Background: an optimization exercise with open tools, aiming at small area, a short achievable clock period and few clock cycles per item. Do not read the settings as production practice.
Only the layout flow was run in this run; the RTL was not checked for function there.
Power figures rest on the tool's default switching activity, not on a simulated workload.

==> design/flow/design.v <==
module popcount_unit (
    input  wire         clk,
    input  wire         rst,         
    input  wire         in_valid,
    input  wire [1:0]   op,          
    input  wire [127:0] operand,
    output reg          out_valid,
    output reg  [7:0]   result,
    output reg          valid,
    output reg          illegal,
    output reg  [2:0]   strategy
);
    wire fs1;
    wire fc2;
    wire fs3;
    wire fc4;
    wire fs5;
    wire fc6;
    wire fs7;
    wire fc8;
    wire fs9;
    wire fc10;
    wire fs11;
    wire fc12;
    wire fs13;
    wire fc14;
    wire fs15;
    wire fc16;
    wire fs17;
    wire fc18;
    wire fs19;
    wire fc20;
    wire fs21;
    wire fc22;
    wire fs23;
    wire fc24;
    wire fs25;
    wire fc26;
    wire fs27;
    wire fc28;
    wire fs29;
    wire fc30;
    wire fs31;
    wire fc32;
    wire fs33;
    wire fc34;
    wire fs35;
    wire fc36;
    wire fs37;
    wire fc38;
    wire fs39;
    wire fc40;
    wire fs41;
    wire fc42;
    wire fs43;
    wire fc44;
    wire fs45;
    wire fc46;
    wire fs47;
    wire fc48;
    wire fs49;
    wire fc50;
    wire fs51;
    wire fc52;
    wire fs53;
    wire fc54;
    wire fs55;
    wire fc56;
    wire fs57;
    wire fc58;
    wire fs59;
    wire fc60;
    wire fs61;
    wire fc62;
    wire fs63;
    wire fc64;
    wire fs65;
    wire fc66;
    wire fs67;
    wire fc68;
    wire fs69;
    wire fc70;
    wire fs71;
    wire fc72;
    wire fs73;
    wire fc74;
    wire fs75;
    wire fc76;
    wire fs77;
    wire fc78;
    wire fs79;
    wire fc80;
    wire fs81;
    wire fc82;
    wire fs83;
    wire fc84;
    wire fs85;
    wire fc86;
    wire fs87;
    wire fc88;
    wire fs89;
    wire fc90;
    wire fs91;
    wire fc92;
    wire fs93;
    wire fc94;
    wire fs95;
    wire fc96;
    wire fs97;
    wire fc98;
    wire fs99;
    wire fc100;
    wire fs101;
    wire fc102;
    wire fs103;
    wire fc104;
    wire fs105;
    wire fc106;
    wire fs107;
    wire fc108;
    wire fs109;
    wire fc110;
    wire fs111;
    wire fc112;
    wire fs113;
    wire fc114;
    wire fs115;
    wire fc116;
    wire fs117;
    wire fc118;
    wire fs119;
    wire fc120;
    wire fs121;
    wire fc122;
    wire fs123;
    wire fc124;
    wire fs125;
    wire fc126;
    wire fs127;
    wire fc128;
    wire fs129;
    wire fc130;
    wire fs131;
    wire fc132;
    wire fs133;
    wire fc134;
    wire fs135;
    wire fc136;
    wire fs137;
    wire fc138;
    wire fs139;
    wire fc140;
    wire fs141;
    wire fc142;
    wire fs143;
    wire fc144;
    wire fs145;
    wire fc146;
    wire fs147;
    wire fc148;
    wire fs149;
    wire fc150;
    wire fs151;
    wire fc152;
    wire fs153;
    wire fc154;
    wire fs155;
    wire fc156;
    wire fs157;
    wire fc158;
    wire fs159;
    wire fc160;
    wire fs161;
    wire fc162;
    wire fs163;
    wire fc164;
    wire fs165;
    wire fc166;
    wire fs167;
    wire fc168;
    wire fs169;
    wire fc170;
    wire fs171;
    wire fc172;
    wire fs173;
    wire fc174;
    wire fs175;
    wire fc176;
    wire fs177;
    wire fc178;
    wire fs179;
    wire fc180;
    wire fs181;
    wire fc182;
    wire fs183;
    wire fc184;
    wire fs185;
    wire fc186;
    wire fs187;
    wire fc188;
    wire fs189;
    wire fc190;
    wire fs191;
    wire fc192;
    wire fs193;
    wire fc194;
    wire fs195;
    wire fc196;
    wire fs197;
    wire fc198;
    wire es199;
    wire ez200;
    wire es201;
    wire ez202;
    wire es203;
    wire ez204;
    wire es205;
    wire ez206;
    wire es207;
    wire ez208;
    wire es209;
    wire ez210;
    wire es211;
    wire ez212;
    wire es213;
    wire ez214;
    wire es215;
    wire ez216;
    wire es217;
    wire ez218;
    wire es219;
    wire ez220;
    wire es221;
    wire ez222;
    wire es223;
    wire ez224;
    wire es225;
    wire ez226;
    wire es227;
    wire ez228;
    wire es229;
    wire ez230;
    wire es231;
    wire ez232;
    wire es233;
    wire ez234;
    wire es235;
    wire ez236;
    wire es237;
    wire ez238;
    wire es239;
    wire ez240;
    wire es241;
    wire ez242;
    wire es243;
    wire ez244;
    wire es245;
    wire ez246;
    wire es247;
    wire ez248;
    wire es249;
    wire ez250;
    wire es251;
    wire ez252;
    wire es253;
    wire ez254;
    wire es255;
    wire ez256;
    wire es257;
    wire ez258;
    wire es259;
    wire ez260;
    wire es261;
    wire ez262;
    wire es263;
    wire ez264;
    wire es265;
    wire ez266;
    wire es267;
    wire ez268;
    wire es269;
    wire ez270;
    wire es271;
    wire ez272;
    wire es273;
    wire ez274;
    wire es275;
    wire ez276;
    wire es277;
    wire ez278;
    wire es279;
    wire ez280;
    wire es281;
    wire ez282;
    wire es283;
    wire ez284;
    wire es285;
    wire ez286;
    wire es287;
    wire ez288;
    wire es289;
    wire ez290;
    wire es291;
    wire ez292;
    wire es293;
    wire ez294;
    wire es295;
    wire ez296;
    wire es297;
    wire ez298;
    wire es299;
    wire ez300;
    wire es301;
    wire ez302;
    wire es303;
    wire ez304;
    wire es305;
    wire ez306;
    wire es307;
    wire ez308;
    wire es309;
    wire ez310;
    wire es311;
    wire ez312;
    wire es313;
    wire ez314;
    wire es315;
    wire ez316;
    wire es317;
    wire ez318;
    wire es319;
    wire ez320;
    wire es321;
    wire ez322;
    wire es323;
    wire ez324;
    wire es325;
    wire ez326;
    wire es327;
    wire ez328;
    wire em329;
    wire es330;
    wire ez331;
    wire em332;
    wire es333;
    wire ez334;
    wire em335;
    wire es336;
    wire ez337;
    wire em338;
    wire es339;
    wire ez340;
    wire em341;
    wire es342;
    wire ez343;
    wire em344;
    wire es345;
    wire ez346;
    wire em347;
    wire es348;
    wire ez349;
    wire em350;
    wire es351;
    wire ez352;
    wire em353;
    wire es354;
    wire ez355;
    wire em356;
    wire es357;
    wire ez358;
    wire em359;
    wire es360;
    wire ez361;
    wire em362;
    wire es363;
    wire ez364;
    wire em365;
    wire es366;
    wire ez367;
    wire em368;
    wire es369;
    wire ez370;
    wire em371;
    wire es372;
    wire ez373;
    wire em374;
    wire es375;
    wire ez376;
    wire em377;
    wire es378;
    wire ez379;
    wire em380;
    wire es381;
    wire ez382;
    wire em383;
    wire es384;
    wire ez385;
    wire em386;
    wire es387;
    wire ez388;
    wire em389;
    wire es390;
    wire ez391;
    wire em392;
    wire es393;
    wire ez394;
    wire em395;
    wire es396;
    wire ez397;
    wire em398;
    wire es399;
    wire ez400;
    wire em401;
    wire es402;
    wire ez403;
    wire em404;
    wire es405;
    wire ez406;
    wire em407;
    wire es408;
    wire ez409;
    wire em410;
    wire es411;
    wire ez412;
    wire em413;
    wire es414;
    wire ez415;
    wire em416;
    wire es417;
    wire ez418;
    wire em419;
    wire es420;
    wire ez421;
    wire em422;
    wire es423;
    wire ez424;
    wire em425;
    wire em426;
    wire es427;
    wire ez428;
    wire em429;
    wire em430;
    wire es431;
    wire ez432;
    wire em433;
    wire em434;
    wire es435;
    wire ez436;
    wire em437;
    wire em438;
    wire es439;
    wire ez440;
    wire em441;
    wire em442;
    wire es443;
    wire ez444;
    wire em445;
    wire em446;
    wire es447;
    wire ez448;
    wire em449;
    wire em450;
    wire es451;
    wire ez452;
    wire em453;
    wire em454;
    wire es455;
    wire ez456;
    wire em457;
    wire em458;
    wire es459;
    wire ez460;
    wire em461;
    wire em462;
    wire es463;
    wire ez464;
    wire em465;
    wire em466;
    wire es467;
    wire ez468;
    wire em469;
    wire em470;
    wire es471;
    wire ez472;
    wire em473;
    wire em474;
    wire es475;
    wire ez476;
    wire em477;
    wire em478;
    wire es479;
    wire ez480;
    wire em481;
    wire em482;
    wire es483;
    wire ez484;
    wire em485;
    wire em486;
    wire es487;
    wire ez488;
    wire em489;
    wire em490;
    wire em491;
    wire es492;
    wire ez493;
    wire em494;
    wire em495;
    wire em496;
    wire es497;
    wire ez498;
    wire em499;
    wire em500;
    wire em501;
    wire es502;
    wire ez503;
    wire em504;
    wire em505;
    wire em506;
    wire es507;
    wire ez508;
    wire em509;
    wire em510;
    wire em511;
    wire es512;
    wire ez513;
    wire em514;
    wire em515;
    wire em516;
    wire es517;
    wire ez518;
    wire em519;
    wire em520;
    wire em521;
    wire es522;
    wire ez523;
    wire em524;
    wire em525;
    wire em526;
    wire es527;
    wire ez528;
    wire em529;
    wire em530;
    wire em531;
    wire em532;
    wire es533;
    wire ez534;
    wire em535;
    wire em536;
    wire em537;
    wire em538;
    wire es539;
    wire ez540;
    wire em541;
    wire em542;
    wire em543;
    wire em544;
    wire es545;
    wire ez546;
    wire em547;
    wire em548;
    wire em549;
    wire em550;
    wire es551;
    wire ez552;
    wire em553;
    wire em554;
    wire em555;
    wire em556;
    wire em557;
    wire es558;
    wire ez559;
    wire em560;
    wire em561;
    wire em562;
    wire em563;
    wire em564;
    wire fs565;
    wire fc566;
    wire fs567;
    wire fc568;
    wire fs569;
    wire fc570;
    wire fs571;
    wire fc572;
    wire fs573;
    wire fc574;
    wire fs575;
    wire fc576;
    wire fs577;
    wire fc578;
    wire fs579;
    wire fc580;
    wire fs581;
    wire fc582;
    wire fs583;
    wire fc584;
    wire fs585;
    wire fc586;
    wire fs587;
    wire fc588;
    wire fs589;
    wire fc590;
    wire fs591;
    wire fc592;
    wire fs593;
    wire fc594;
    wire fs595;
    wire fc596;
    wire fs597;
    wire fc598;
    wire fs599;
    wire fc600;
    wire fs601;
    wire fc602;
    wire fs603;
    wire fc604;
    wire fs605;
    wire fc606;
    wire es607;
    wire ez608;
    wire em609;
    wire em610;
    wire em611;
    wire em612;
    wire em613;
    wire em614;
    wire ispop615;
    wire isscan616;
    wire ra617;
    wire rb618;
    wire ra619;
    wire ra620;
    wire ra621;
    wire ra622;
    wire ra623;
    wire ra624;
    wire ra625;
    wire vl626;
    wire il627;
    reg pc0_r1_0;
    reg pc0_r1_1;
    reg pc0_r1_2;
    reg pc0_r1_3;
    reg pc0_r1_4;
    reg pc0_r1_5;
    reg pc1_r1_6;
    reg pc1_r1_7;
    reg pc1_r1_8;
    reg pc1_r1_9;
    reg pc1_r1_10;
    reg pc2_r1_11;
    reg pc2_r1_12;
    reg pc2_r1_13;
    reg pc2_r1_14;
    reg pc2_r1_15;
    reg pc2_r1_16;
    reg pc2_r1_17;
    reg pc2_r1_18;
    reg pc2_r1_19;
    reg pc2_r1_20;
    reg pc3_r1_21;
    reg pc3_r1_22;
    reg pc3_r1_23;
    reg pc3_r1_24;
    reg pc3_r1_25;
    reg pc3_r1_26;
    reg pc3_r1_27;
    reg pc4_r1_28;
    reg ez_r1_29;
    reg ei_r1_30;
    reg ei_r1_31;
    reg ei_r1_32;
    reg ei_r1_33;
    reg ei_r1_34;
    reg ei_r1_35;
    reg ez_r1_36;
    reg ei_r1_37;
    reg ei_r1_38;
    reg ei_r1_39;
    reg ei_r1_40;
    reg ei_r1_41;
    reg ei_r1_42;
    reg op0_r1_43;
    reg op1_r1_44;
    reg ra0_r2_45;
    reg rb0_r2_46;
    reg ra1_r2_47;
    reg ra2_r2_48;
    reg ra3_r2_49;
    reg ra4_r2_50;
    reg ra5_r2_51;
    reg ra6_r2_52;
    reg valid_r2_53;
    reg ill_r2_54;
    reg ispop_r2_55;
    reg vld_r1, vld_r2;
    fa3 u_fs1 (.a(operand[0]), .b(operand[100]), .c(operand[101]), .s(fs1), .co(fc2));
    fa3 u_fs3 (.a(operand[102]), .b(operand[103]), .c(operand[104]), .s(fs3), .co(fc4));
    fa3 u_fs5 (.a(operand[105]), .b(operand[106]), .c(operand[107]), .s(fs5), .co(fc6));
    fa3 u_fs7 (.a(operand[108]), .b(operand[109]), .c(operand[10]), .s(fs7), .co(fc8));
    fa3 u_fs9 (.a(operand[110]), .b(operand[111]), .c(operand[112]), .s(fs9), .co(fc10));
    fa3 u_fs11 (.a(operand[113]), .b(operand[114]), .c(operand[115]), .s(fs11), .co(fc12));
    fa3 u_fs13 (.a(operand[116]), .b(operand[117]), .c(operand[118]), .s(fs13), .co(fc14));
    fa3 u_fs15 (.a(operand[119]), .b(operand[11]), .c(operand[120]), .s(fs15), .co(fc16));
    fa3 u_fs17 (.a(operand[121]), .b(operand[122]), .c(operand[123]), .s(fs17), .co(fc18));
    fa3 u_fs19 (.a(operand[124]), .b(operand[125]), .c(operand[126]), .s(fs19), .co(fc20));
    fa3 u_fs21 (.a(operand[127]), .b(operand[12]), .c(operand[13]), .s(fs21), .co(fc22));
    fa3 u_fs23 (.a(operand[14]), .b(operand[15]), .c(operand[16]), .s(fs23), .co(fc24));
    fa3 u_fs25 (.a(operand[17]), .b(operand[18]), .c(operand[19]), .s(fs25), .co(fc26));
    fa3 u_fs27 (.a(operand[1]), .b(operand[20]), .c(operand[21]), .s(fs27), .co(fc28));
    fa3 u_fs29 (.a(operand[22]), .b(operand[23]), .c(operand[24]), .s(fs29), .co(fc30));
    fa3 u_fs31 (.a(operand[25]), .b(operand[26]), .c(operand[27]), .s(fs31), .co(fc32));
    fa3 u_fs33 (.a(operand[28]), .b(operand[29]), .c(operand[2]), .s(fs33), .co(fc34));
    fa3 u_fs35 (.a(operand[30]), .b(operand[31]), .c(operand[32]), .s(fs35), .co(fc36));
    fa3 u_fs37 (.a(operand[33]), .b(operand[34]), .c(operand[35]), .s(fs37), .co(fc38));
    fa3 u_fs39 (.a(operand[36]), .b(operand[37]), .c(operand[38]), .s(fs39), .co(fc40));
    fa3 u_fs41 (.a(operand[39]), .b(operand[3]), .c(operand[40]), .s(fs41), .co(fc42));
    fa3 u_fs43 (.a(operand[41]), .b(operand[42]), .c(operand[43]), .s(fs43), .co(fc44));
    fa3 u_fs45 (.a(operand[44]), .b(operand[45]), .c(operand[46]), .s(fs45), .co(fc46));
    fa3 u_fs47 (.a(operand[47]), .b(operand[48]), .c(operand[49]), .s(fs47), .co(fc48));
    fa3 u_fs49 (.a(operand[4]), .b(operand[50]), .c(operand[51]), .s(fs49), .co(fc50));
    fa3 u_fs51 (.a(operand[52]), .b(operand[53]), .c(operand[54]), .s(fs51), .co(fc52));
    fa3 u_fs53 (.a(operand[55]), .b(operand[56]), .c(operand[57]), .s(fs53), .co(fc54));
    fa3 u_fs55 (.a(operand[58]), .b(operand[59]), .c(operand[5]), .s(fs55), .co(fc56));
    fa3 u_fs57 (.a(operand[60]), .b(operand[61]), .c(operand[62]), .s(fs57), .co(fc58));
    fa3 u_fs59 (.a(operand[63]), .b(operand[64]), .c(operand[65]), .s(fs59), .co(fc60));
    fa3 u_fs61 (.a(operand[66]), .b(operand[67]), .c(operand[68]), .s(fs61), .co(fc62));
    fa3 u_fs63 (.a(operand[69]), .b(operand[6]), .c(operand[70]), .s(fs63), .co(fc64));
    fa3 u_fs65 (.a(operand[71]), .b(operand[72]), .c(operand[73]), .s(fs65), .co(fc66));
    fa3 u_fs67 (.a(operand[74]), .b(operand[75]), .c(operand[76]), .s(fs67), .co(fc68));
    fa3 u_fs69 (.a(operand[77]), .b(operand[78]), .c(operand[79]), .s(fs69), .co(fc70));
    fa3 u_fs71 (.a(operand[7]), .b(operand[80]), .c(operand[81]), .s(fs71), .co(fc72));
    fa3 u_fs73 (.a(operand[82]), .b(operand[83]), .c(operand[84]), .s(fs73), .co(fc74));
    fa3 u_fs75 (.a(operand[85]), .b(operand[86]), .c(operand[87]), .s(fs75), .co(fc76));
    fa3 u_fs77 (.a(operand[88]), .b(operand[89]), .c(operand[8]), .s(fs77), .co(fc78));
    fa3 u_fs79 (.a(operand[90]), .b(operand[91]), .c(operand[92]), .s(fs79), .co(fc80));
    fa3 u_fs81 (.a(operand[93]), .b(operand[94]), .c(operand[95]), .s(fs81), .co(fc82));
    fa3 u_fs83 (.a(operand[96]), .b(operand[97]), .c(operand[98]), .s(fs83), .co(fc84));
    fa3 u_fs85 (.a(fc10), .b(fc12), .c(fc14), .s(fs85), .co(fc86));
    fa3 u_fs87 (.a(fc16), .b(fc18), .c(fc2), .s(fs87), .co(fc88));
    fa3 u_fs89 (.a(fc20), .b(fc22), .c(fc24), .s(fs89), .co(fc90));
    fa3 u_fs91 (.a(fc26), .b(fc28), .c(fc30), .s(fs91), .co(fc92));
    fa3 u_fs93 (.a(fc32), .b(fc34), .c(fc36), .s(fs93), .co(fc94));
    fa3 u_fs95 (.a(fc38), .b(fc4), .c(fc40), .s(fs95), .co(fc96));
    fa3 u_fs97 (.a(fc42), .b(fc44), .c(fc46), .s(fs97), .co(fc98));
    fa3 u_fs99 (.a(fc48), .b(fc50), .c(fc52), .s(fs99), .co(fc100));
    fa3 u_fs101 (.a(fc54), .b(fc56), .c(fc58), .s(fs101), .co(fc102));
    fa3 u_fs103 (.a(fc6), .b(fc60), .c(fc62), .s(fs103), .co(fc104));
    fa3 u_fs105 (.a(fc64), .b(fc66), .c(fc68), .s(fs105), .co(fc106));
    fa3 u_fs107 (.a(fc70), .b(fc72), .c(fc74), .s(fs107), .co(fc108));
    fa3 u_fs109 (.a(fc76), .b(fc78), .c(fc8), .s(fs109), .co(fc110));
    fa3 u_fs111 (.a(fc80), .b(fc82), .c(fc84), .s(fs111), .co(fc112));
    fa3 u_fs113 (.a(operand[99]), .b(operand[9]), .c(fs1), .s(fs113), .co(fc114));
    fa3 u_fs115 (.a(fs11), .b(fs13), .c(fs15), .s(fs115), .co(fc116));
    fa3 u_fs117 (.a(fs17), .b(fs19), .c(fs21), .s(fs117), .co(fc118));
    fa3 u_fs119 (.a(fs23), .b(fs25), .c(fs27), .s(fs119), .co(fc120));
    fa3 u_fs121 (.a(fs29), .b(fs3), .c(fs31), .s(fs121), .co(fc122));
    fa3 u_fs123 (.a(fs33), .b(fs35), .c(fs37), .s(fs123), .co(fc124));
    fa3 u_fs125 (.a(fs39), .b(fs41), .c(fs43), .s(fs125), .co(fc126));
    fa3 u_fs127 (.a(fs45), .b(fs47), .c(fs49), .s(fs127), .co(fc128));
    fa3 u_fs129 (.a(fs5), .b(fs51), .c(fs53), .s(fs129), .co(fc130));
    fa3 u_fs131 (.a(fs55), .b(fs57), .c(fs59), .s(fs131), .co(fc132));
    fa3 u_fs133 (.a(fs61), .b(fs63), .c(fs65), .s(fs133), .co(fc134));
    fa3 u_fs135 (.a(fs67), .b(fs69), .c(fs7), .s(fs135), .co(fc136));
    fa3 u_fs137 (.a(fs71), .b(fs73), .c(fs75), .s(fs137), .co(fc138));
    fa3 u_fs139 (.a(fs77), .b(fs79), .c(fs81), .s(fs139), .co(fc140));
    fa3 u_fs141 (.a(fc100), .b(fc102), .c(fc104), .s(fs141), .co(fc142));
    fa3 u_fs143 (.a(fc106), .b(fc108), .c(fc110), .s(fs143), .co(fc144));
    fa3 u_fs145 (.a(fc112), .b(fc86), .c(fc88), .s(fs145), .co(fc146));
    fa3 u_fs147 (.a(fc90), .b(fc92), .c(fc94), .s(fs147), .co(fc148));
    fa3 u_fs149 (.a(fc114), .b(fc116), .c(fc118), .s(fs149), .co(fc150));
    fa3 u_fs151 (.a(fc120), .b(fc122), .c(fc124), .s(fs151), .co(fc152));
    fa3 u_fs153 (.a(fc126), .b(fc128), .c(fc130), .s(fs153), .co(fc154));
    fa3 u_fs155 (.a(fc132), .b(fc134), .c(fc136), .s(fs155), .co(fc156));
    fa3 u_fs157 (.a(fc138), .b(fc140), .c(fs101), .s(fs157), .co(fc158));
    fa3 u_fs159 (.a(fs103), .b(fs105), .c(fs107), .s(fs159), .co(fc160));
    fa3 u_fs161 (.a(fs109), .b(fs111), .c(fs85), .s(fs161), .co(fc162));
    fa3 u_fs163 (.a(fs87), .b(fs89), .c(fs91), .s(fs163), .co(fc164));
    fa3 u_fs165 (.a(fs93), .b(fs95), .c(fs97), .s(fs165), .co(fc166));
    fa3 u_fs167 (.a(fs83), .b(fs9), .c(fs113), .s(fs167), .co(fc168));
    fa3 u_fs169 (.a(fs115), .b(fs117), .c(fs119), .s(fs169), .co(fc170));
    fa3 u_fs171 (.a(fs121), .b(fs123), .c(fs125), .s(fs171), .co(fc172));
    fa3 u_fs173 (.a(fs127), .b(fs129), .c(fs131), .s(fs173), .co(fc174));
    fa3 u_fs175 (.a(fs133), .b(fs135), .c(fs137), .s(fs175), .co(fc176));
    fa3 u_fs177 (.a(fc142), .b(fc144), .c(fc146), .s(fs177), .co(fc178));
    fa3 u_fs179 (.a(fc96), .b(fc98), .c(fc150), .s(fs179), .co(fc180));
    fa3 u_fs181 (.a(fc152), .b(fc154), .c(fc156), .s(fs181), .co(fc182));
    fa3 u_fs183 (.a(fc158), .b(fc160), .c(fc162), .s(fs183), .co(fc184));
    fa3 u_fs185 (.a(fc164), .b(fc166), .c(fs141), .s(fs185), .co(fc186));
    fa3 u_fs187 (.a(fs143), .b(fs145), .c(fs147), .s(fs187), .co(fc188));
    fa3 u_fs189 (.a(fs99), .b(fc168), .c(fc170), .s(fs189), .co(fc190));
    fa3 u_fs191 (.a(fc172), .b(fc174), .c(fc176), .s(fs191), .co(fc192));
    fa3 u_fs193 (.a(fs149), .b(fs151), .c(fs153), .s(fs193), .co(fc194));
    fa3 u_fs195 (.a(fs155), .b(fs157), .c(fs159), .s(fs195), .co(fc196));
    fa3 u_fs197 (.a(fs161), .b(fs163), .c(fs165), .s(fs197), .co(fc198));
    assign es199 = op[1] ? operand[1] : ~operand[0];
    assign ez200 = operand[0] | operand[1];
    assign es201 = op[1] ? operand[3] : ~operand[2];
    assign ez202 = operand[2] | operand[3];
    assign es203 = op[1] ? operand[5] : ~operand[4];
    assign ez204 = operand[4] | operand[5];
    assign es205 = op[1] ? operand[7] : ~operand[6];
    assign ez206 = operand[6] | operand[7];
    assign es207 = op[1] ? operand[9] : ~operand[8];
    assign ez208 = operand[8] | operand[9];
    assign es209 = op[1] ? operand[11] : ~operand[10];
    assign ez210 = operand[10] | operand[11];
    assign es211 = op[1] ? operand[13] : ~operand[12];
    assign ez212 = operand[12] | operand[13];
    assign es213 = op[1] ? operand[15] : ~operand[14];
    assign ez214 = operand[14] | operand[15];
    assign es215 = op[1] ? operand[17] : ~operand[16];
    assign ez216 = operand[16] | operand[17];
    assign es217 = op[1] ? operand[19] : ~operand[18];
    assign ez218 = operand[18] | operand[19];
    assign es219 = op[1] ? operand[21] : ~operand[20];
    assign ez220 = operand[20] | operand[21];
    assign es221 = op[1] ? operand[23] : ~operand[22];
    assign ez222 = operand[22] | operand[23];
    assign es223 = op[1] ? operand[25] : ~operand[24];
    assign ez224 = operand[24] | operand[25];
    assign es225 = op[1] ? operand[27] : ~operand[26];
    assign ez226 = operand[26] | operand[27];
    assign es227 = op[1] ? operand[29] : ~operand[28];
    assign ez228 = operand[28] | operand[29];
    assign es229 = op[1] ? operand[31] : ~operand[30];
    assign ez230 = operand[30] | operand[31];
    assign es231 = op[1] ? operand[33] : ~operand[32];
    assign ez232 = operand[32] | operand[33];
    assign es233 = op[1] ? operand[35] : ~operand[34];
    assign ez234 = operand[34] | operand[35];
    assign es235 = op[1] ? operand[37] : ~operand[36];
    assign ez236 = operand[36] | operand[37];
    assign es237 = op[1] ? operand[39] : ~operand[38];
    assign ez238 = operand[38] | operand[39];
    assign es239 = op[1] ? operand[41] : ~operand[40];
    assign ez240 = operand[40] | operand[41];
    assign es241 = op[1] ? operand[43] : ~operand[42];
    assign ez242 = operand[42] | operand[43];
    assign es243 = op[1] ? operand[45] : ~operand[44];
    assign ez244 = operand[44] | operand[45];
    assign es245 = op[1] ? operand[47] : ~operand[46];
    assign ez246 = operand[46] | operand[47];
    assign es247 = op[1] ? operand[49] : ~operand[48];
    assign ez248 = operand[48] | operand[49];
    assign es249 = op[1] ? operand[51] : ~operand[50];
    assign ez250 = operand[50] | operand[51];
    assign es251 = op[1] ? operand[53] : ~operand[52];
    assign ez252 = operand[52] | operand[53];
    assign es253 = op[1] ? operand[55] : ~operand[54];
    assign ez254 = operand[54] | operand[55];
    assign es255 = op[1] ? operand[57] : ~operand[56];
    assign ez256 = operand[56] | operand[57];
    assign es257 = op[1] ? operand[59] : ~operand[58];
    assign ez258 = operand[58] | operand[59];
    assign es259 = op[1] ? operand[61] : ~operand[60];
    assign ez260 = operand[60] | operand[61];
    assign es261 = op[1] ? operand[63] : ~operand[62];
    assign ez262 = operand[62] | operand[63];
    assign es263 = op[1] ? operand[65] : ~operand[64];
    assign ez264 = operand[64] | operand[65];
    assign es265 = op[1] ? operand[67] : ~operand[66];
    assign ez266 = operand[66] | operand[67];
    assign es267 = op[1] ? operand[69] : ~operand[68];
    assign ez268 = operand[68] | operand[69];
    assign es269 = op[1] ? operand[71] : ~operand[70];
    assign ez270 = operand[70] | operand[71];
    assign es271 = op[1] ? operand[73] : ~operand[72];
    assign ez272 = operand[72] | operand[73];
    assign es273 = op[1] ? operand[75] : ~operand[74];
    assign ez274 = operand[74] | operand[75];
    assign es275 = op[1] ? operand[77] : ~operand[76];
    assign ez276 = operand[76] | operand[77];
    assign es277 = op[1] ? operand[79] : ~operand[78];
    assign ez278 = operand[78] | operand[79];
    assign es279 = op[1] ? operand[81] : ~operand[80];
    assign ez280 = operand[80] | operand[81];
    assign es281 = op[1] ? operand[83] : ~operand[82];
    assign ez282 = operand[82] | operand[83];
    assign es283 = op[1] ? operand[85] : ~operand[84];
    assign ez284 = operand[84] | operand[85];
    assign es285 = op[1] ? operand[87] : ~operand[86];
    assign ez286 = operand[86] | operand[87];
    assign es287 = op[1] ? operand[89] : ~operand[88];
    assign ez288 = operand[88] | operand[89];
    assign es289 = op[1] ? operand[91] : ~operand[90];
    assign ez290 = operand[90] | operand[91];
    assign es291 = op[1] ? operand[93] : ~operand[92];
    assign ez292 = operand[92] | operand[93];
    assign es293 = op[1] ? operand[95] : ~operand[94];
    assign ez294 = operand[94] | operand[95];
    assign es295 = op[1] ? operand[97] : ~operand[96];
    assign ez296 = operand[96] | operand[97];
    assign es297 = op[1] ? operand[99] : ~operand[98];
    assign ez298 = operand[98] | operand[99];
    assign es299 = op[1] ? operand[101] : ~operand[100];
    assign ez300 = operand[100] | operand[101];
    assign es301 = op[1] ? operand[103] : ~operand[102];
    assign ez302 = operand[102] | operand[103];
    assign es303 = op[1] ? operand[105] : ~operand[104];
    assign ez304 = operand[104] | operand[105];
    assign es305 = op[1] ? operand[107] : ~operand[106];
    assign ez306 = operand[106] | operand[107];
    assign es307 = op[1] ? operand[109] : ~operand[108];
    assign ez308 = operand[108] | operand[109];
    assign es309 = op[1] ? operand[111] : ~operand[110];
    assign ez310 = operand[110] | operand[111];
    assign es311 = op[1] ? operand[113] : ~operand[112];
    assign ez312 = operand[112] | operand[113];
    assign es313 = op[1] ? operand[115] : ~operand[114];
    assign ez314 = operand[114] | operand[115];
    assign es315 = op[1] ? operand[117] : ~operand[116];
    assign ez316 = operand[116] | operand[117];
    assign es317 = op[1] ? operand[119] : ~operand[118];
    assign ez318 = operand[118] | operand[119];
    assign es319 = op[1] ? operand[121] : ~operand[120];
    assign ez320 = operand[120] | operand[121];
    assign es321 = op[1] ? operand[123] : ~operand[122];
    assign ez322 = operand[122] | operand[123];
    assign es323 = op[1] ? operand[125] : ~operand[124];
    assign ez324 = operand[124] | operand[125];
    assign es325 = op[1] ? operand[127] : ~operand[126];
    assign ez326 = operand[126] | operand[127];
    assign es327 = op[1] ? ez202 : ~ez200;
    assign ez328 = ez200 | ez202;
    assign em329 = es327 ? es201 : es199;
    assign es330 = op[1] ? ez206 : ~ez204;
    assign ez331 = ez204 | ez206;
    assign em332 = es330 ? es205 : es203;
    assign es333 = op[1] ? ez210 : ~ez208;
    assign ez334 = ez208 | ez210;
    assign em335 = es333 ? es209 : es207;
    assign es336 = op[1] ? ez214 : ~ez212;
    assign ez337 = ez212 | ez214;
    assign em338 = es336 ? es213 : es211;
    assign es339 = op[1] ? ez218 : ~ez216;
    assign ez340 = ez216 | ez218;
    assign em341 = es339 ? es217 : es215;
    assign es342 = op[1] ? ez222 : ~ez220;
    assign ez343 = ez220 | ez222;
    assign em344 = es342 ? es221 : es219;
    assign es345 = op[1] ? ez226 : ~ez224;
    assign ez346 = ez224 | ez226;
    assign em347 = es345 ? es225 : es223;
    assign es348 = op[1] ? ez230 : ~ez228;
    assign ez349 = ez228 | ez230;
    assign em350 = es348 ? es229 : es227;
    assign es351 = op[1] ? ez234 : ~ez232;
    assign ez352 = ez232 | ez234;
    assign em353 = es351 ? es233 : es231;
    assign es354 = op[1] ? ez238 : ~ez236;
    assign ez355 = ez236 | ez238;
    assign em356 = es354 ? es237 : es235;
    assign es357 = op[1] ? ez242 : ~ez240;
    assign ez358 = ez240 | ez242;
    assign em359 = es357 ? es241 : es239;
    assign es360 = op[1] ? ez246 : ~ez244;
    assign ez361 = ez244 | ez246;
    assign em362 = es360 ? es245 : es243;
    assign es363 = op[1] ? ez250 : ~ez248;
    assign ez364 = ez248 | ez250;
    assign em365 = es363 ? es249 : es247;
    assign es366 = op[1] ? ez254 : ~ez252;
    assign ez367 = ez252 | ez254;
    assign em368 = es366 ? es253 : es251;
    assign es369 = op[1] ? ez258 : ~ez256;
    assign ez370 = ez256 | ez258;
    assign em371 = es369 ? es257 : es255;
    assign es372 = op[1] ? ez262 : ~ez260;
    assign ez373 = ez260 | ez262;
    assign em374 = es372 ? es261 : es259;
    assign es375 = op[1] ? ez266 : ~ez264;
    assign ez376 = ez264 | ez266;
    assign em377 = es375 ? es265 : es263;
    assign es378 = op[1] ? ez270 : ~ez268;
    assign ez379 = ez268 | ez270;
    assign em380 = es378 ? es269 : es267;
    assign es381 = op[1] ? ez274 : ~ez272;
    assign ez382 = ez272 | ez274;
    assign em383 = es381 ? es273 : es271;
    assign es384 = op[1] ? ez278 : ~ez276;
    assign ez385 = ez276 | ez278;
    assign em386 = es384 ? es277 : es275;
    assign es387 = op[1] ? ez282 : ~ez280;
    assign ez388 = ez280 | ez282;
    assign em389 = es387 ? es281 : es279;
    assign es390 = op[1] ? ez286 : ~ez284;
    assign ez391 = ez284 | ez286;
    assign em392 = es390 ? es285 : es283;
    assign es393 = op[1] ? ez290 : ~ez288;
    assign ez394 = ez288 | ez290;
    assign em395 = es393 ? es289 : es287;
    assign es396 = op[1] ? ez294 : ~ez292;
    assign ez397 = ez292 | ez294;
    assign em398 = es396 ? es293 : es291;
    assign es399 = op[1] ? ez298 : ~ez296;
    assign ez400 = ez296 | ez298;
    assign em401 = es399 ? es297 : es295;
    assign es402 = op[1] ? ez302 : ~ez300;
    assign ez403 = ez300 | ez302;
    assign em404 = es402 ? es301 : es299;
    assign es405 = op[1] ? ez306 : ~ez304;
    assign ez406 = ez304 | ez306;
    assign em407 = es405 ? es305 : es303;
    assign es408 = op[1] ? ez310 : ~ez308;
    assign ez409 = ez308 | ez310;
    assign em410 = es408 ? es309 : es307;
    assign es411 = op[1] ? ez314 : ~ez312;
    assign ez412 = ez312 | ez314;
    assign em413 = es411 ? es313 : es311;
    assign es414 = op[1] ? ez318 : ~ez316;
    assign ez415 = ez316 | ez318;
    assign em416 = es414 ? es317 : es315;
    assign es417 = op[1] ? ez322 : ~ez320;
    assign ez418 = ez320 | ez322;
    assign em419 = es417 ? es321 : es319;
    assign es420 = op[1] ? ez326 : ~ez324;
    assign ez421 = ez324 | ez326;
    assign em422 = es420 ? es325 : es323;
    assign es423 = op[1] ? ez331 : ~ez328;
    assign ez424 = ez328 | ez331;
    assign em425 = es423 ? em332 : em329;
    assign em426 = es423 ? es330 : es327;
    assign es427 = op[1] ? ez337 : ~ez334;
    assign ez428 = ez334 | ez337;
    assign em429 = es427 ? em338 : em335;
    assign em430 = es427 ? es336 : es333;
    assign es431 = op[1] ? ez343 : ~ez340;
    assign ez432 = ez340 | ez343;
    assign em433 = es431 ? em344 : em341;
    assign em434 = es431 ? es342 : es339;
    assign es435 = op[1] ? ez349 : ~ez346;
    assign ez436 = ez346 | ez349;
    assign em437 = es435 ? em350 : em347;
    assign em438 = es435 ? es348 : es345;
    assign es439 = op[1] ? ez355 : ~ez352;
    assign ez440 = ez352 | ez355;
    assign em441 = es439 ? em356 : em353;
    assign em442 = es439 ? es354 : es351;
    assign es443 = op[1] ? ez361 : ~ez358;
    assign ez444 = ez358 | ez361;
    assign em445 = es443 ? em362 : em359;
    assign em446 = es443 ? es360 : es357;
    assign es447 = op[1] ? ez367 : ~ez364;
    assign ez448 = ez364 | ez367;
    assign em449 = es447 ? em368 : em365;
    assign em450 = es447 ? es366 : es363;
    assign es451 = op[1] ? ez373 : ~ez370;
    assign ez452 = ez370 | ez373;
    assign em453 = es451 ? em374 : em371;
    assign em454 = es451 ? es372 : es369;
    assign es455 = op[1] ? ez379 : ~ez376;
    assign ez456 = ez376 | ez379;
    assign em457 = es455 ? em380 : em377;
    assign em458 = es455 ? es378 : es375;
    assign es459 = op[1] ? ez385 : ~ez382;
    assign ez460 = ez382 | ez385;
    assign em461 = es459 ? em386 : em383;
    assign em462 = es459 ? es384 : es381;
    assign es463 = op[1] ? ez391 : ~ez388;
    assign ez464 = ez388 | ez391;
    assign em465 = es463 ? em392 : em389;
    assign em466 = es463 ? es390 : es387;
    assign es467 = op[1] ? ez397 : ~ez394;
    assign ez468 = ez394 | ez397;
    assign em469 = es467 ? em398 : em395;
    assign em470 = es467 ? es396 : es393;
    assign es471 = op[1] ? ez403 : ~ez400;
    assign ez472 = ez400 | ez403;
    assign em473 = es471 ? em404 : em401;
    assign em474 = es471 ? es402 : es399;
    assign es475 = op[1] ? ez409 : ~ez406;
    assign ez476 = ez406 | ez409;
    assign em477 = es475 ? em410 : em407;
    assign em478 = es475 ? es408 : es405;
    assign es479 = op[1] ? ez415 : ~ez412;
    assign ez480 = ez412 | ez415;
    assign em481 = es479 ? em416 : em413;
    assign em482 = es479 ? es414 : es411;
    assign es483 = op[1] ? ez421 : ~ez418;
    assign ez484 = ez418 | ez421;
    assign em485 = es483 ? em422 : em419;
    assign em486 = es483 ? es420 : es417;
    assign es487 = op[1] ? ez428 : ~ez424;
    assign ez488 = ez424 | ez428;
    assign em489 = es487 ? em429 : em425;
    assign em490 = es487 ? em430 : em426;
    assign em491 = es487 ? es427 : es423;
    assign es492 = op[1] ? ez436 : ~ez432;
    assign ez493 = ez432 | ez436;
    assign em494 = es492 ? em437 : em433;
    assign em495 = es492 ? em438 : em434;
    assign em496 = es492 ? es435 : es431;
    assign es497 = op[1] ? ez444 : ~ez440;
    assign ez498 = ez440 | ez444;
    assign em499 = es497 ? em445 : em441;
    assign em500 = es497 ? em446 : em442;
    assign em501 = es497 ? es443 : es439;
    assign es502 = op[1] ? ez452 : ~ez448;
    assign ez503 = ez448 | ez452;
    assign em504 = es502 ? em453 : em449;
    assign em505 = es502 ? em454 : em450;
    assign em506 = es502 ? es451 : es447;
    assign es507 = op[1] ? ez460 : ~ez456;
    assign ez508 = ez456 | ez460;
    assign em509 = es507 ? em461 : em457;
    assign em510 = es507 ? em462 : em458;
    assign em511 = es507 ? es459 : es455;
    assign es512 = op[1] ? ez468 : ~ez464;
    assign ez513 = ez464 | ez468;
    assign em514 = es512 ? em469 : em465;
    assign em515 = es512 ? em470 : em466;
    assign em516 = es512 ? es467 : es463;
    assign es517 = op[1] ? ez476 : ~ez472;
    assign ez518 = ez472 | ez476;
    assign em519 = es517 ? em477 : em473;
    assign em520 = es517 ? em478 : em474;
    assign em521 = es517 ? es475 : es471;
    assign es522 = op[1] ? ez484 : ~ez480;
    assign ez523 = ez480 | ez484;
    assign em524 = es522 ? em485 : em481;
    assign em525 = es522 ? em486 : em482;
    assign em526 = es522 ? es483 : es479;
    assign es527 = op[1] ? ez493 : ~ez488;
    assign ez528 = ez488 | ez493;
    assign em529 = es527 ? em494 : em489;
    assign em530 = es527 ? em495 : em490;
    assign em531 = es527 ? em496 : em491;
    assign em532 = es527 ? es492 : es487;
    assign es533 = op[1] ? ez503 : ~ez498;
    assign ez534 = ez498 | ez503;
    assign em535 = es533 ? em504 : em499;
    assign em536 = es533 ? em505 : em500;
    assign em537 = es533 ? em506 : em501;
    assign em538 = es533 ? es502 : es497;
    assign es539 = op[1] ? ez513 : ~ez508;
    assign ez540 = ez508 | ez513;
    assign em541 = es539 ? em514 : em509;
    assign em542 = es539 ? em515 : em510;
    assign em543 = es539 ? em516 : em511;
    assign em544 = es539 ? es512 : es507;
    assign es545 = op[1] ? ez523 : ~ez518;
    assign ez546 = ez518 | ez523;
    assign em547 = es545 ? em524 : em519;
    assign em548 = es545 ? em525 : em520;
    assign em549 = es545 ? em526 : em521;
    assign em550 = es545 ? es522 : es517;
    assign es551 = op[1] ? ez534 : ~ez528;
    assign ez552 = ez528 | ez534;
    assign em553 = es551 ? em535 : em529;
    assign em554 = es551 ? em536 : em530;
    assign em555 = es551 ? em537 : em531;
    assign em556 = es551 ? em538 : em532;
    assign em557 = es551 ? es533 : es527;
    assign es558 = op[1] ? ez546 : ~ez540;
    assign ez559 = ez540 | ez546;
    assign em560 = es558 ? em547 : em541;
    assign em561 = es558 ? em548 : em542;
    assign em562 = es558 ? em549 : em543;
    assign em563 = es558 ? em550 : em544;
    assign em564 = es558 ? es545 : es539;
    fa3 u_fs565 (.a(pc0_r1_0), .b(pc0_r1_1), .c(pc0_r1_2), .s(fs565), .co(fc566));
    fa3 u_fs567 (.a(pc0_r1_3), .b(pc0_r1_4), .c(pc0_r1_5), .s(fs567), .co(fc568));
    fa3 u_fs569 (.a(pc1_r1_10), .b(pc1_r1_6), .c(pc1_r1_7), .s(fs569), .co(fc570));
    fa3 u_fs571 (.a(pc2_r1_11), .b(pc2_r1_12), .c(pc2_r1_13), .s(fs571), .co(fc572));
    fa3 u_fs573 (.a(pc2_r1_14), .b(pc2_r1_15), .c(pc2_r1_16), .s(fs573), .co(fc574));
    fa3 u_fs575 (.a(pc2_r1_17), .b(pc2_r1_18), .c(pc2_r1_19), .s(fs575), .co(fc576));
    fa3 u_fs577 (.a(pc3_r1_21), .b(pc3_r1_22), .c(pc3_r1_23), .s(fs577), .co(fc578));
    fa3 u_fs579 (.a(pc3_r1_24), .b(pc3_r1_25), .c(pc3_r1_26), .s(fs579), .co(fc580));
    fa3 u_fs581 (.a(pc1_r1_8), .b(pc1_r1_9), .c(fc566), .s(fs581), .co(fc582));
    fa3 u_fs583 (.a(pc3_r1_27), .b(fc572), .c(fc574), .s(fs583), .co(fc584));
    fa3 u_fs585 (.a(pc4_r1_28), .b(fc578), .c(fc580), .s(fs585), .co(fc586));
    fa3 u_fs587 (.a(pc2_r1_20), .b(fc570), .c(fs571), .s(fs587), .co(fc588));
    fa3 u_fs589 (.a(fc576), .b(fs577), .c(fs579), .s(fs589), .co(fc590));
    fa3 u_fs591 (.a(fs573), .b(fs575), .c(fc582), .s(fs591), .co(fc592));
    fa3 u_fs593 (.a(fc568), .b(fs569), .c(fs581), .s(fs593), .co(fc594));
    fa3 u_fs595 (.a(fc584), .b(fc590), .c(fs585), .s(fs595), .co(fc596));
    fa3 u_fs597 (.a(fc588), .b(fs583), .c(fs589), .s(fs597), .co(fc598));
    fa3 u_fs599 (.a(fs587), .b(fc594), .c(fs591), .s(fs599), .co(fc600));
    fa3 u_fs601 (.a(fc592), .b(fs597), .c(fc600), .s(fs601), .co(fc602));
    fa3 u_fs603 (.a(fc598), .b(fs595), .c(fc602), .s(fs603), .co(fc604));
    fa3 u_fs605 (.a(fc586), .b(fc596), .c(fc604), .s(fs605), .co(fc606));
    assign es607 = op1_r1_44 ? ez_r1_36 : ~ez_r1_29;
    assign ez608 = ez_r1_29 | ez_r1_36;
    assign em609 = es607 ? ei_r1_37 : ei_r1_30;
    assign em610 = es607 ? ei_r1_38 : ei_r1_31;
    assign em611 = es607 ? ei_r1_39 : ei_r1_32;
    assign em612 = es607 ? ei_r1_40 : ei_r1_33;
    assign em613 = es607 ? ei_r1_41 : ei_r1_34;
    assign em614 = es607 ? ei_r1_42 : ei_r1_35;
    assign ispop615 = ~op1_r1_44 & ~op0_r1_43;
    assign isscan616 = (op1_r1_44 ^ op0_r1_43) & ez608;
    assign ra617 = (ispop615 & fs565) | (isscan616 & em609);
    assign rb618 = ispop615 & fs567;
    assign ra619 = (ispop615 & fs593) | (isscan616 & em610);
    assign ra620 = (ispop615 & fs599) | (isscan616 & em611);
    assign ra621 = (ispop615 & fs601) | (isscan616 & em612);
    assign ra622 = (ispop615 & fs603) | (isscan616 & em613);
    assign ra623 = (ispop615 & fs605) | (isscan616 & em614);
    assign ra624 = (ispop615 & fc606) | (isscan616 & es607);
    assign ra625 = 1'b0;
    assign vl626 = ispop615 | isscan616;
    assign il627 = op1_r1_44 & op0_r1_43;
    always @(posedge clk) begin
        pc0_r1_0 <= fs139;
        pc0_r1_1 <= fs167;
        pc0_r1_2 <= fs169;
        pc0_r1_3 <= fs171;
        pc0_r1_4 <= fs173;
        pc0_r1_5 <= fs175;
        pc1_r1_6 <= fs189;
        pc1_r1_7 <= fs191;
        pc1_r1_8 <= fs193;
        pc1_r1_9 <= fs195;
        pc1_r1_10 <= fs197;
        pc2_r1_11 <= fc190;
        pc2_r1_12 <= fc192;
        pc2_r1_13 <= fc194;
        pc2_r1_14 <= fc196;
        pc2_r1_15 <= fc198;
        pc2_r1_16 <= fs179;
        pc2_r1_17 <= fs181;
        pc2_r1_18 <= fs183;
        pc2_r1_19 <= fs185;
        pc2_r1_20 <= fs187;
        pc3_r1_21 <= fc148;
        pc3_r1_22 <= fc180;
        pc3_r1_23 <= fc182;
        pc3_r1_24 <= fc184;
        pc3_r1_25 <= fc186;
        pc3_r1_26 <= fc188;
        pc3_r1_27 <= fs177;
        pc4_r1_28 <= fc178;
        ez_r1_29 <= ez552;
        ei_r1_30 <= em553;
        ei_r1_31 <= em554;
        ei_r1_32 <= em555;
        ei_r1_33 <= em556;
        ei_r1_34 <= em557;
        ei_r1_35 <= es551;
        ez_r1_36 <= ez559;
        ei_r1_37 <= em560;
        ei_r1_38 <= em561;
        ei_r1_39 <= em562;
        ei_r1_40 <= em563;
        ei_r1_41 <= em564;
        ei_r1_42 <= es558;
        op0_r1_43 <= op[0];
        op1_r1_44 <= op[1];
        ra0_r2_45 <= ra617;
        rb0_r2_46 <= rb618;
        ra1_r2_47 <= ra619;
        ra2_r2_48 <= ra620;
        ra3_r2_49 <= ra621;
        ra4_r2_50 <= ra622;
        ra5_r2_51 <= ra623;
        ra6_r2_52 <= ra624;
        valid_r2_53 <= vl626;
        ill_r2_54 <= il627;
        ispop_r2_55 <= ispop615;
    end
    always @(posedge clk) begin
        if (rst) begin
            vld_r1 <= 1'b0;
            vld_r2 <= 1'b0;
        end else begin
            vld_r1 <= in_valid;
            vld_r2 <= vld_r1;
        end
    end
    wire [7:0] row_a = {1'b0, ra6_r2_52, ra5_r2_51, ra4_r2_50, ra3_r2_49, ra2_r2_48, ra1_r2_47, ra0_r2_45};
    wire [7:0] row_b = {1'b0, 1'b0, 1'b0, 1'b0, 1'b0, 1'b0, 1'b0, rb0_r2_46};
    wire [7:0] sum = row_a + row_b;
    always @* begin
        out_valid = vld_r2;
        result    = sum;
        valid     = valid_r2_53;
        illegal   = ill_r2_54;
        if (ispop_r2_55)
            strategy = (sum[7:4] == 4'd0) ? 3'b010 : 3'b001;
        else
            strategy = {1'b1, ill_r2_54, ill_r2_54};
    end
endmodule
module fa3 (input wire a, input wire b, input wire c, output wire s, output wire co);
    assign s  = a ^ b ^ c;
    assign co = (a & b) | (a & c) | (b & c);
endmodule
==> design/flow/run.sh <==
#!/bin/bash
# synth_recipe.tcl (not shown) runs the flow's synth.tcl, then flattens the netlist and writes it again
# the make line also repeats each setting of config.mk as NAME=value (left out here)
make -C /OpenROAD-flow-scripts/flow DESIGN_CONFIG=/design/flow/config.mk WORK_HOME=/design/flow/orfs CLKGATE_MAP_FILE= SYNTH_SCRIPT=/design/flow/synth_recipe.tcl finish
==> design/flow/config.mk <==
export PLATFORM = sky130hd
export DESIGN_NAME = popcount_unit
export DESIGN_NICKNAME = popcount_unit
export VERILOG_FILES = /design/flow/design.v
export SDC_FILE = /design/flow/constraint.sdc
export NUM_CORES = 4
export LEC_CHECK = 0
export CAP_MARGIN = 20
export CORE_MARGIN = 2
export CORE_UTILIZATION = 60
export SETUP_SLACK_MARGIN = 3.7
export SLEW_MARGIN = 20
export SYNTH_HIERARCHICAL = 1
export SYNTH_MINIMUM_KEEP_SIZE = 0
==> design/flow/constraint.sdc <==
create_clock -name core_clock -period 7.0 [get_ports {clk}]
set_input_delay 1.4000 -clock core_clock [delete_from_list [all_inputs] [get_ports {clk}]]
set_output_delay 1.4000 -clock core_clock [all_outputs]
set_load 0.01 [all_outputs]
==> metrics.md <==
| Metric | Value |
|---|---|
| CP Launch Type | flip-flop |
| Hold Fails Final Rpt | 0 |
| Main flop type after synthesis | dfxtp_1 |
| Worst-margin pin slew | 0.8850 ns |
| Final nets | 1,101 |
| Crit path max fanout | 3 |
| Hpwl dp | 17.12 mm |
| Hold Worst Slack | 0.4499 ns |
| Cell Count, Final, Fillers Out | 992 |
| Cell count after placement | 962 |
| Vias in the first global route | 6,623 |
| CTS tree | built |
| Die Wd | 111.5 microns |
| Cts-stage hold buffer count | 0 |
| Synth Instances | 692 |
| Min cycle time layout | 3.396 ns |
| Via count | 6,502 |
| Clk Latency, worst-skew pair | 0.33 ns |
| Final Core Density | 0.7766 |
| Largest net degree at the start of global routing | 87 |
| Synthesized cell area | 6933 sq um |
| H-tree Lvls | 3 |
| Slew Limit Fails | 0 |
| IO Count | 147 |
| RSZ-0062 raised after global routing | true |
| Outcome | timing/DRC/antenna clean |
| Area share of the largest cell type after synthesis | 0.3465 |
| Critical path's slowest cell | dfxtp_2 |
| Layout Area Growth over Synthesis | 27.36% |
| ANT cells | 0 |
| Placer Congestion | 0.9497 |
| Top cell type by total area after synthesis | fa_1 |
| Initial antenna violation count | 0 |
| Final WL | 22.14 mm |
| Sequential fraction of the synthesis area | 0.1675 |
| Worst-path cell chain | ha_4 -> ha_4 -> nand2_1 -> or2_4 -> xnor2_2 -> nor4_2 -> nand2_1 -> a21boi_1 -> buf_2 |
| CP arrival | 2.00 ns |
| Max_cap viols | 0 |
| Sink Count | 58 |
| Final setup TNS | 0 ns |
| Worst Path Required | 5.60 ns |
| Drt drc | 0 |
| Final setup vio count | 0 |
| Gr ovfl total | 0 |
| Leak Pwr | 3.312 nW |
| EDFF count, synth | 0 |
| F_max | 294.4 MHz |
| Crit path max-delay family | simple AND/OR/NAND/NOR gates |
| Row cnt | 39 |
| Antenna-violating nets left | 0 |
| CTS clk-pin slew, worst paths | 0.05 ns |
| CP Buf/Inv Count | 1 |
| Max Clock Skew | 0.008601 ns |
| Worst path max stage delay | 0.34 ns |
| Top cells by area, synth | fa_1, dfxtp_1, mux2i_1 |
| Synth warn | 7 |
| Multi-input gate area in the final layout | 5927 sq um |
| Final Cycle Share | 0.4852 |
| Vias per cell | 6.554 |
| First DRT Iteration DRCs | 587 |
| #FFs+latches synth | 58 |
| Setup Crit Path Kind | flip-flop to output pin |
| 1st-pass router iterations | 7 |
| Wire per inst | 22.32 microns |
| Port buffer count | 146 |
| Async S/R FF share, synth | 0 |
| Average cell area after synthesis | 10.02 sq um |
| Placeable core region | 11,370 sq um |
| Max clock buf depth | 2 |
| Post-route cell area | 8830 sq um |
| Rel. slew slack | 0.4038 |
| Initial Util | 0.6098 |
| Die Area | 12,430 sq um |
| Clk root buf | clkbuf_16 |
| PwrDens | 313.0 nW/um^2 |
| Die height | 111.5 microns |
| Synthesized Nets | 949 |
| Worst Hold Class | flip-flop to flip-flop |
| CP endpoint kind | output pin |
| Peak VDD IR | 0.3727 mV |
| GRT Total Usage | 0.3586 |
| DP Area | 8549 sq um |
| Netlist cell types | 73 |
| Filler Cell Count | 750 |
| First-pass GRT wire length | 34.68 mm |
| Share of post-route cells with drive strength above 1 | 0.3451 |
| Number of CTS-inserted buffers | 9 |
| FF/Latch Area | 1166 sq um |
==> kinds of logic after synthesis <==
| kind of cell | synth area share |
|---|---|
| simple gates | 0.1866 |
| fa+ha+maj | 0.3537 |
| flops | 0.1675 |
| buf+inv | 0.02869 |
| mux | 0.06641 |
| compound gates | 0.1908 |
| xor+xnor | 0.006318 |
==> area by class of cell <==
| class | instances | share of cell area |
|---|---|---|
| clock buffers | 12 | 0.02905 |
| clock inverters | 4 | 0.01105 |
| inverters | 14 | 0.005952 |
| multi-input cells | 598 | 0.6712 |
| flip-flops and latches | 58 | 0.1321 |
| well taps | 143 | 0.02026 |
| repair buffers | 163 | 0.1304 |
==> per-layer routing <==
layer | global-route usage | vias up | share of wire
li1 | - | 2898 | -
met1 | 0.4398 | 3204 | 0.38
met2 | 0.6512 | 344 | 0.53
met3 | 0.04682 | 56 | 0.056
met4 | 0.1284 | 0 | 0.034
met5 | 0 | - | 0
==> Yosys stat by module, one instance, submodules excluded <==
module         area, sq um  cells  flip-flops and latches
fa3                  20.02      1                       0
popcount_unit         4531    572                      58
==> placed cells by master (no fill, tap or decap), drive strengths merged, types with 6 or more instances in the layout <==
master	netlist	layout
nor2	47	47
nor3	29	29
clkdlybuf4s50	0	13
nand2	57	57
o31ai	27	27
fa	120	120
o21a	8	8
mux2i	37	37
inv	14	14
buf	14	139
nand4	7	7
o21ai	47	47
nand3	12	12
nor2b	7	7
a31oi	10	10
mux2	6	6
a21oi	56	56
clkbuf	8	14
a211oi	6	6
or4	10	10
nor4	33	33
o211ai	9	9
dfxtp	58	58
==> power breakdown <==
group,switching (mW),leakage [nW],internal [mW],total (mW)
registers,0.0953,0.488,0.466,0.561
clock network,0.153,0.169,0.367,0.520
logic,0.863,2.65,0.820,1.68
==> metrics by stage <==
stage,power [mW],setup slack [ns]
final,2.764,3.604
after CTS,2.732,3.558
after floorplan,1.555,3.602
after detailed placement,2.130,2.879
after global placement,2.027,2.908
after global routing,2.972,3.489
==> synthesized netlist by cell type (all sizes together) (2+ instances only) <==
library cell,n
a31oi,10
nor4,33
dfxtp,58
a22oi,2
fa,120
a21boi,2
buf,14
a221oi,4
nand3,12
and3,5
nand3b,3
o41ai,2
or4,10
a211oi,6
a2111oi,4
o211ai,9
o21ai,47
nor3,29
nor2b,7
o311a,2
inv,14
xor2,2
nand2b,2
a21o,3
o31a,2
a21oi,56
o31ai,27
mux2,6
o311ai,5
o21a,8
clkbuf,8
xnor2,3
and2,3
ha,4
o22ai,2
nor2,47
mux2i,37
a31o,3
nand2,57
nand4,7
nor3b,4
==> what timing repair did <==
| action | in CTS | in global routing |
|---|---|---|
| pin swaps | 76 | 53 |
| gates resized for setup | 572 | 98 |
| setup buffers | 4 | 10 |
| setup endpoints to repair | 43 | 22 |
==> path summary, 6_finish.rpt <==
kind | cells after the start | end | from | slack, ns
worst max-delay path | 9 | strategy[0] | ra0_r2_45 | 3.60
worst min-delay path | 1 | vld_r2 | vld_r1 | 0.45
worst max register to register | 9 | ra5_r2_51 | pc0_r1_1 | 3.67
worst min register to register | 1 | vld_r2 | vld_r1 | 0.45

what the ideal ports hide:
Ports are ideal in the flow. The routed layout listed here was re-timed in OpenROAD. Step 1 assumes that a clkbuf_16 drives the clock port and a buf_2 every other input. Step 2 adds t to the input delays and takes it off the output delays; t is the mean of the earliest and latest rising clock arrival at the registers after step 1. Input paths then give back, and output paths get back, about the clock's delay inside the block. Slacks: no drivers / after step 1 / after step 2; pairs: no drivers / after step 1.
t, ns: 0.365
setup slack, ns: 3.604 / 3.566 / 3.305
cell pins on the clock port's net: 1
After both steps setup and hold are still met in this run. For this run, drivers alone change the setup slack by -0.038 ns; drivers and shift together by -0.299 ns.
